Context: an optimization exercise on an open-source flow, tuned for small area, a short achievable clock period and few clock cycles. The choices shown serve that exercise and are no tape-out recipe.
Function was checked by simulation only, so behaviour that the tests miss may differ from the original.

// tfx
module tfx #(
  parameter PREMUL_ROUND = 0           
) (
  input  wire        clk,
  input  wire        rst,              
  input  wire        req,
  input  wire        we,
  input  wire [3:0]  addr,             
  input  wire [31:0] wdata,
  output wire        ready,
  output reg  [31:0] rdata
);
  localparam [31:0] ID_VALUE = 32'h31584654;
  localparam [3:0] A_ID = 4'h0, A_STATUS = 4'h1, A_CMD = 4'h2, A_ORDER = 4'h3,
                   A_NREQ = 4'h4, A_WIDTH = 4'h5, A_HEIGHT = 4'h6, A_DIST = 4'h7,
                   A_COORD = 4'h8, A_FLO = 4'h9, A_FHI = 4'hA, A_QBYTE = 4'hB,
                   A_ABYTE = 4'hC, A_NATIVE = 4'hD;
  localparam [7:0] OP_NOP = 8'h00, OP_CLEAR = 8'h01, OP_SETN = 8'h02, OP_SETDIM = 8'h03,
                   OP_D2XY = 8'h04, OP_XY2D = 8'h05, OP_BOUNDS = 8'h06,
                   OP_QH = 8'h10, OP_QC = 8'h11, OP_QL = 8'h12, OP_QA = 8'h13,
                   OP_DQH = 8'h18, OP_DQC = 8'h19, OP_DQL = 8'h1A,
                   OP_PREMUL = 8'h20, OP_UNPREMUL = 8'h21, OP_NALPHA = 8'h22;
  localparam [3:0] E_NONE = 4'd0, E_ILLEGAL = 4'd1, E_ORDER = 4'd2, E_DIMS = 4'd3,
                   E_DIST = 4'd4, E_COORD = 4'd5;
  localparam [2:0] M_DIV = 3'd0, M_QH = 3'd1, M_SET = 3'd2, M_MOD = 3'd3, M_ZT = 3'd4, M_QH2 = 3'd5;
  localparam [1:0] S_QA = 2'd0, S_PM = 2'd1, S_QC = 2'd2, S_QH = 2'd3;
  reg [4:0]  olog;                     
  ...
export LEC_CHECK = 0
export ABC_AREA = 1
export CAP_MARGIN = 20
export CORE_MARGIN = 2
export CORE_UTILIZATION = 40
export PLACE_DENSITY = 0.5
export SETUP_SLACK_MARGIN = 5
export SLEW_MARGIN = 20
create_clock -name core_clock -period 20.0 [get_ports {clk}]
standard.sh (not shown) runs the stock make flow with config.mk's settings and CLKGATE_MAP_FILE= SYNTH_SCRIPT=/design/flow/synth_recipe.tcl, a recipe that flattens the netlist after the stock synthesis.
==> flow/flow/run.sh <==
#!/bin/bash
set -euo pipefail
bash standard.sh SETUP_SLACK_MARGIN=10 TNS_END_PERCENT=100 finish > orfs_make.log 2>&1
Testbench counts at the start, summed over its fixed seeds: cycles 25,447.
Edit:
--- a/flow/design.v
+++ b/flow/design.v
@@ -385,33 +385,34 @@
   wire signed [5:0] dv_pe = $signed({1'b0, px_la}) - $signed({1'b0, px_lc}) - (px_lt ? 6'sd1 : 6'sd0);
   function [17:0] dv_step(input [17:0] r, input [15:0] d);
     reg [18:0] t;
     begin
       t = ks19({r, 1'b0}, r[17] ? {2'b00, d, 1'b0} : ~{2'b00, d, 1'b0}, ~r[17]);
       dv_step = t[17:0];
     end
   endfunction
   wire [17:0] dv_r1 = dv_step(dv_r,  dv_d);
   wire [17:0] dv_r2 = dv_step(dv_r1, dv_d);
   wire [17:0] dv_r3 = dv_step(dv_r2, dv_d);
   wire [17:0] dv_r4 = dv_step(dv_r3, dv_d);
-  wire [17:0] dv_r5 = dv_step(dv_r4, dv_d);
-  wire [4:0]  dv_q5 = {~dv_r1[17], ~dv_r2[17], ~dv_r3[17], ~dv_r4[17], ~dv_r5[17]};
+  wire [3:0]  dv_q4 = {~dv_r1[17], ~dv_r2[17], ~dv_r3[17], ~dv_r4[17]};
   wire [17:0] dv_n2d = 18'd0 - {1'b0, dv_d, 1'b0};
-  wire        pk_rz  = dv_r[17] ? (dv_r != dv_n2d) : (dv_r != 18'd0);
-  wire        pk_rnd = f[1] & (f[0] | pk_rz | f[2]);
-  wire [49:0] pk_hi  = (pk_rnd && f[4:2] == 3'b111) ? inc50(f[54:5]) : f[54:5];
-  wire [2:0]  pk_lo  = f[4:2] + {2'd0, pk_rnd};
+  wire        pk_rz  = dv_r2[17] ? (dv_r2 != dv_n2d) : (dv_r2 != 18'd0);
+  wire        pk_q52 = ~dv_r1[17];
+  wire        pk_rnd = ~dv_r2[17] & (pk_rz | pk_q52);
+  wire        pk_c   = pk_rnd & pk_q52;
+  wire [49:0] pk_hi  = (pk_c && f[1:0] == 2'b11) ? inc50(f[51:2]) : f[51:2];
+  wire [1:0]  pk_lo  = f[1:0] + {1'b0, pk_c};
   wire [10:0] pk_ex  = 11'(11'sd1023 + {{5{dv_e[5]}}, dv_e});
-  wire [63:0] pk_f   = {1'b0, pk_ex, pk_hi[48:0], pk_lo};
+  wire [63:0] pk_f   = {1'b0, pk_ex, pk_hi[48:0], pk_lo, pk_q52 ^ pk_rnd};
   wire [17:0] m18    = {1'b1, f_frac[51:35]};
   wire        qh_cyc = busy && (mode == M_QH);
   wire [7:0]  mul_c  = qh_cyc ? 8'd17 : abyte;
   reg  [25:0] mul_s, mul_cy;
   reg  [25:0] pp0, pp1, pp2, pp3, pp4, pp5, pp6, pp7;
   reg  [25:0] s1a, c1a, s1b, c1b, s2a, c2a, s2b, c2b, s3, c3;
   always @(*) begin
     pp0 = mul_c[0] ? {8'd0, m18}       : 26'd0;
     pp1 = mul_c[1] ? {7'd0, m18, 1'b0} : 26'd0;
     pp2 = mul_c[2] ? {6'd0, m18, 2'd0} : 26'd0;
     pp3 = mul_c[3] ? {5'd0, m18, 3'd0} : 26'd0;
     pp4 = mul_c[4] ? {4'd0, m18, 4'd0} : 26'd0;
@@ -580,26 +581,26 @@
                   if (d2xy_bad) fail(E_DIST);
                   else          coord <= {d_y, d_x};
                 OP_XY2D:
                   if (xy2d_bad) fail(E_COORD);
                   else          dist_r <= x_d;
                 OP_NALPHA: f <= nalpha_f;
                 OP_DQH:    f <= dqh_f;
                 OP_DQC, OP_DQL: f <= dqc_f;
                 OP_UNPREMUL:
                   if (n_na == 16'd0 || n_nc == 16'd0) f <= 64'd0;
                   else if (n_nc >= n_na)             f <= 64'h3FF0000000000000;
                   else begin
-                    dv_r  <= dv_r5;
-                    f     <= {f[58:0], dv_q5};
+                    dv_r  <= dv_r4;
+                    f     <= {f[59:0], dv_q4};
                     busy  <= 1'b1;
                     cnt   <= 7'd0;
                   end
                 OP_QA:
                   if (f_nan) begin qbyte <= 8'd0; nan_flag <= 1'b1; end
                   else if (f_sign || f_tiny) qbyte <= 8'd0;
                   else if (f_inf || f_e > 13'sd0) qbyte <= 8'hFF;
                   else if (f_e < -13'sd10) qbyte <= 8'd0;
                   else if (qa_amb) slow_start(S_QA, qa_b);
                   else qbyte <= qa_b;
                 OP_PREMUL:
                   if (f_nan || (f_inf && abyte == 8'd0)) begin qbyte <= 8'd0; nan_flag <= 1'b1; end
@@ -624,38 +625,38 @@
                   else begin
                     busy <= 1'b1;
                     mode <= M_QH;
                   end
                 default: fail(E_ILLEGAL);
               endcase
             end
           end
           default: ;
         endcase
       end
     end else begin
-      if (mode != M_DIV || cnt == 7'd10) begin
+      if (mode != M_DIV || cnt == 7'd12) begin
         dv_r <= dv_pr;
         dv_d <= px_d;
         dv_e <= dv_pe;
       end
       case (mode)
         M_DIV: begin
           cnt  <= cnt + 7'd1;
-          if (cnt == 7'd10) begin
+          if (cnt == 7'd12) begin
             f    <= pk_f;
             busy <= 1'b0;
           end else begin
-            dv_r <= dv_r5;
-            f    <= {f[58:0], dv_q5};
+            dv_r <= dv_r4;
+            f    <= {f[59:0], dv_q4};
           end
         end
         M_QH: begin
           if (qh_top || qh_bot) slow_start(S_QH, qh_b);
           else begin
             qbyte <= qh_b;
             busy  <= 1'b0;
           end
         end
         M_SET: begin
           cnt    <= 7'd0;
           zacc   <= 14'sd0;
Outcome:
- die area came out lower by a few percent
- cell area came out lower by a few percent
- routed wire length came out lower by a few percent
- register-to-register slack degrades by 0.34 ns
- utilization fell by 1.5 points
- clock skew fell by 0.0086 ns
- global-route usage climbs by 0.28 points
- synthesized area decreases by a few percent
- flip-flop and latch count is unchanged
- count of clock-buffer cells in the layout grows by 7
- critical path depth increases by 1
- synthesized cell count goes down by a few percent
- final cell count went down by a few percent
Testbench counts after the change, summed over its fixed seeds: cycles 26,569.

-- what the ideal ports hide --
How much do the figures lean on ideal ports? The routed layouts below were timed once more, with nothing changed but the port constraints. Step 1, drivers: a clkbuf_16 drives clk and a buf_2 each remaining input, both assumed. Step 2 moves the port delays by t, midway between the first and last clock arrival at a register: inputs arrive t later, outputs are due t later. That takes back most of the time a late clock gives input paths. Slacks: ideal / step 1 / step 2; pairs: ideal / step 1.
run	shift t [ns]	setup slack, ns	slew at the worst register clock pin (ns)	worst data-port slew with drivers (ns)	pins driven straight from the clock port
the first run	0.756	8.684 / 8.684 / 8.684	0.07 / 0.07	0.08	1
the second run	0.749	8.340 / 8.340 / 8.340	0.07 / 0.07	0.21	1
After both steps every run listed still meets setup and hold.
